What follows belongs to an exercise in optimizing a design on an open flow for small area, a short achievable clock period and few clock cycles; a production flow would make more cautious choices.
Only simulation tests tie the RTL to the original design; equivalence was not proved.
Power is estimated from default activity; no workload was simulated.

## cco7_core
module cco7_core #(
    parameter [15:0] MAX_IN_LEN = 16'd1024
) (
    input  wire        clk,
    input  wire        rst,
    input  wire        req_valid,
    output wire        req_ready,
    input  wire [15:0] req_cmd,
    input  wire [15:0] req_len,
    input  wire        in_valid,
    output wire        in_ready,
    input  wire [31:0] in_data,
    output wire        out_valid,
    input  wire        out_ready,
    output wire [31:0] out_data,
    output wire        rsp_valid,
    output reg         rsp_err,
    output wire [7:0]  rsp_code,
    output wire [3:0]  rsp_stage,
    output wire [15:0] rsp_index,
    output wire [31:0] rsp_value
);
    localparam [2:0] OP_DEC16 = 3'd1, OP_ENC16 = 3'd2, OP_DEC8 = 3'd3,
                     OP_ENC8  = 3'd4, OP_T7DEC = 3'd5, OP_T7ENC = 3'd6,
                     OP_KSX   = 3'd7;
    localparam [3:0] ST_NONE = 4'd0, ST_ARG = 4'd1, ST_VALIDATE = 4'd2,
                     ST_DEC16 = 4'd4, ST_ENC8 = 4'd5, ST_DEC8 = 4'd8,
                     ST_ENC16 = 4'd9;
    reg        busy;       
    reg        done_q;     
    reg [2:0]  op;
    reg [10:0] rem;        
    reg        more;       
    reg [15:0] cnt;        
    reg [10:0] cpc;        
    reg        ov;
    reg [20:0] od;
    reg [31:0] q;
    reg [2:0]  qc;
    reg        ph;         
    reg        nox;        
    reg [9:0]  pd;
    reg        pv;
    reg [5:0]  pos;
    reg [3:0]  hi;         
    reg [4:0]  ecode;
    assign req_ready = !busy;
    wire act  = busy && !done_q;
    wire slot = !ov || out_ready;
    assign out_valid = ov;
    assign out_data  = {11'd0, od};
    cco7_hsk u_rsp (.a(done_q && !ov), .b(done_q), .r(out_ready), .y(rsp_valid));
    assign rsp_code  = {3'd0, ecode};
    reg [3:0] stg;
    always @(*) begin
        case (ecode)
            5'h1F, 5'h1E: stg = ST_NONE;
            5'h15:        stg = ST_ARG;
            5'h10, 5'h11, 5'h12, 5'h13: stg = ST_VALIDATE;
            5'h01, 5'h02, 5'h03, 5'h04: stg = ST_DEC16;
            5'h05:        stg = (o4 || o6) ? ST_ENC8 : ST_ENC16;
            5'h06:        stg = ST_ENC16;
            default:      stg = ST_DEC8;
        endcase
    end
    assign rsp_stage = stg;
    wire c_lo = !ecode[4];
    wire vk   = o6 && (ecode == 5'h05);
    wire vod  = o5 && c_lo;
  ...
==> flow/config.mk <==
export PLATFORM = sky130hd
export DESIGN_NAME = cco7_core
export DESIGN_NICKNAME = cco7_core
export VERILOG_FILES = /design/flow/design.v
export SDC_FILE = /design/flow/constraint.sdc
export NUM_CORES = 4
export LEC_CHECK = 0
export ABC_AREA = 1
export CAP_MARGIN = 20
export CORE_MARGIN = 2
export CORE_UTILIZATION = 40
export PLACE_DENSITY = 0.6
export SETUP_SLACK_MARGIN = 5
export SLEW_MARGIN = 20
export SYNTH_HIERARCHICAL = 1
export SYNTH_MINIMUM_KEEP_SIZE = 0
==> flow/constraint.sdc <==
create_clock -name core_clock -period 10.0 [get_ports {clk}]
set_input_delay 2.0000 -clock core_clock [delete_from_list [all_inputs] [get_ports {clk}]]
set_output_delay 2.0000 -clock core_clock [all_outputs]
set_load 0.01 [all_outputs]
standard.sh (not shown) runs the stock make flow with config.mk's settings and CLKGATE_MAP_FILE= SYNTH_SCRIPT=/design/flow/synth_recipe.tcl, a recipe that flattens the netlist after the stock synthesis.
==> flow/flow/run.sh <==
#!/bin/bash
# Standard ORFS layout through the standard.sh (standard synthesis unchanged), with
#  - the ports buffered with the smallest plain buffer instead of the default choice,
set -euo pipefail
bash standard.sh "BUFFER_PORTS_ARGS=-buffer_cell sky130_fd_sc_hd__buf_1" SETUP_SLACK_MARGIN=5.15 finish > standard_flow.log 2>&1
The first run went through all stages and came out clean.
Testbench counts at the start, summed over its fixed seeds: cycles 125,549.
==> next run, changes <==
--- a/flow/flow/run.sh
+++ b/flow/flow/run.sh
@@ -5 +5 @@
-bash standard.sh "BUFFER_PORTS_ARGS=-buffer_cell sky130_fd_sc_hd__buf_1" SETUP_SLACK_MARGIN=5.15 finish > standard_flow.log 2>&1
+bash standard.sh "BUFFER_PORTS_ARGS=-buffer_cell sky130_fd_sc_hd__buf_1" SETUP_SLACK_MARGIN=5.3 finish > standard_flow.log 2>&1
Settings changed: TNS_END_PERCENT set to 10.
Effect: Synthesized cell count is unchanged. Die area is unchanged. Sequential share of layout area is lower by 0.39 points.
==> next run, changes <==
--- a/flow/flow/run.sh
+++ b/flow/flow/run.sh
@@ -5 +5 @@
-bash standard.sh "BUFFER_PORTS_ARGS=-buffer_cell sky130_fd_sc_hd__buf_1" SETUP_SLACK_MARGIN=5.3 finish > standard_flow.log 2>&1
+bash standard.sh "BUFFER_PORTS_ARGS=-buffer_cell sky130_fd_sc_hd__buf_1" SETUP_SLACK_MARGIN=5.4 finish > standard_flow.log 2>&1
After rerunning: The changed run passed the timing, DRC and antenna checks. Combinational power increases by about 3%. Power increases by about 1.4%. Cell count increases by 0.50%. Final area increases by 1.8%. Die area does not change. Clock-buffer cell count increases by 1. Hold slack got worse by 0.025 ns. Sequential share of layout area decreases by 0.40 points. Flip-flop and latch count stays the same. Setup slack improved by 0.12 ns. Routed wire length increases by 0.98%.
==> next run, changes <==
==> flow/flow/run.sh (replaced) <==
#!/bin/bash
# Standard ORFS layout through the standard.sh (standard synthesis unchanged), with
#  - the ports buffered with the smallest plain buffer instead of the default choice,
#  - clock tree synthesis without dummy balancing loads.
# Each tool's output is in orfs/logs/; make's own output is in standard_flow.log.
set -euo pipefail
bash standard.sh "BUFFER_PORTS_ARGS=-buffer_cell sky130_fd_sc_hd__buf_1" SETUP_SLACK_MARGIN=5.3 \
  "CTS_ARGS=-sink_clustering_enable -repair_clock_nets -dont_use_dummy_load" finish > standard_flow.log 2>&1
Settings changed: TNS_END_PERCENT 10 to unset.
Outcome: The new run completed with no timing, DRC or antenna violations. Setup slack got worse by 0.13 ns. Fmax shrinks by a few percent. Utilization shrinks by 1.2 points. Cell count shrinks slightly. Sequential cell count is unchanged. Worst hold slack got worse by 0.013 ns. Global-route usage grows by 0.15 points. Cell area shrinks by a few percent.
==> next run, changes <==
==> flow/flow/run.sh (replaced) <==
#!/bin/bash
# Standard ORFS layout through the standard.sh (standard synthesis unchanged), with
#  - the ports buffered with the smallest plain buffer instead of the default choice,
set -euo pipefail
bash standard.sh "BUFFER_PORTS_ARGS=-buffer_cell sky130_fd_sc_hd__buf_1" SETUP_SLACK_MARGIN=5.3 finish > standard_flow.log 2>&1
The new run produced a clean layout.
Non-clock buffer count shrinks by 25.
Worst setup slack improved by 0.13 ns.
Design area stays flat.
Routed wire length hardly moves.
Clock skew shrinks by 0.0058 ns.

[afterwards: timing with drivers on the ports]
The results above use ideal ports. As a check the final layouts listed here were re-extracted and re-timed, cells and wires unchanged. Step 1: set_driving_cell puts a clkbuf_16 on clk and a buf_2 on each other input, an assumption about the parent block. Step 2 moves the port delays by t, midway between the first and last clock arrival at a register: inputs arrive t later, outputs are due t later. That takes back most of the time a late clock gives input paths. a / b / c = no drivers / after step 1 / after step 2; a / b = the first two.
run	shift t [ns]	setup WS [ns]	worst hold slack (ns)	worst register clock-pin slew, ns	pins driven straight from the clock port
the first run	0.521	5.182 / 5.215 / 4.694	0.615 / 0.615 / 0.615	0.08 / 0.08	1
the second run	0.510	5.197 / 5.225 / 4.715	0.642 / 0.642 / 0.642	0.08 / 0.08	1
the third run	0.522	5.318 / 5.349 / 4.827	0.617 / 0.617 / 0.617	0.08 / 0.08	1
the fourth run	0.502	5.191 / 5.215 / 4.713	0.604 / 0.604 / 0.604	0.07 / 0.07	1
the fifth run	0.508	5.326 / 5.345 / 4.844	0.633 / 0.633 / 0.633	0.08 / 0.08	1
After both steps every run listed still meets setup and hold. For the third run, which loses most, drivers alone change the setup slack by +0.031 ns; drivers and shift together by -0.491 ns.
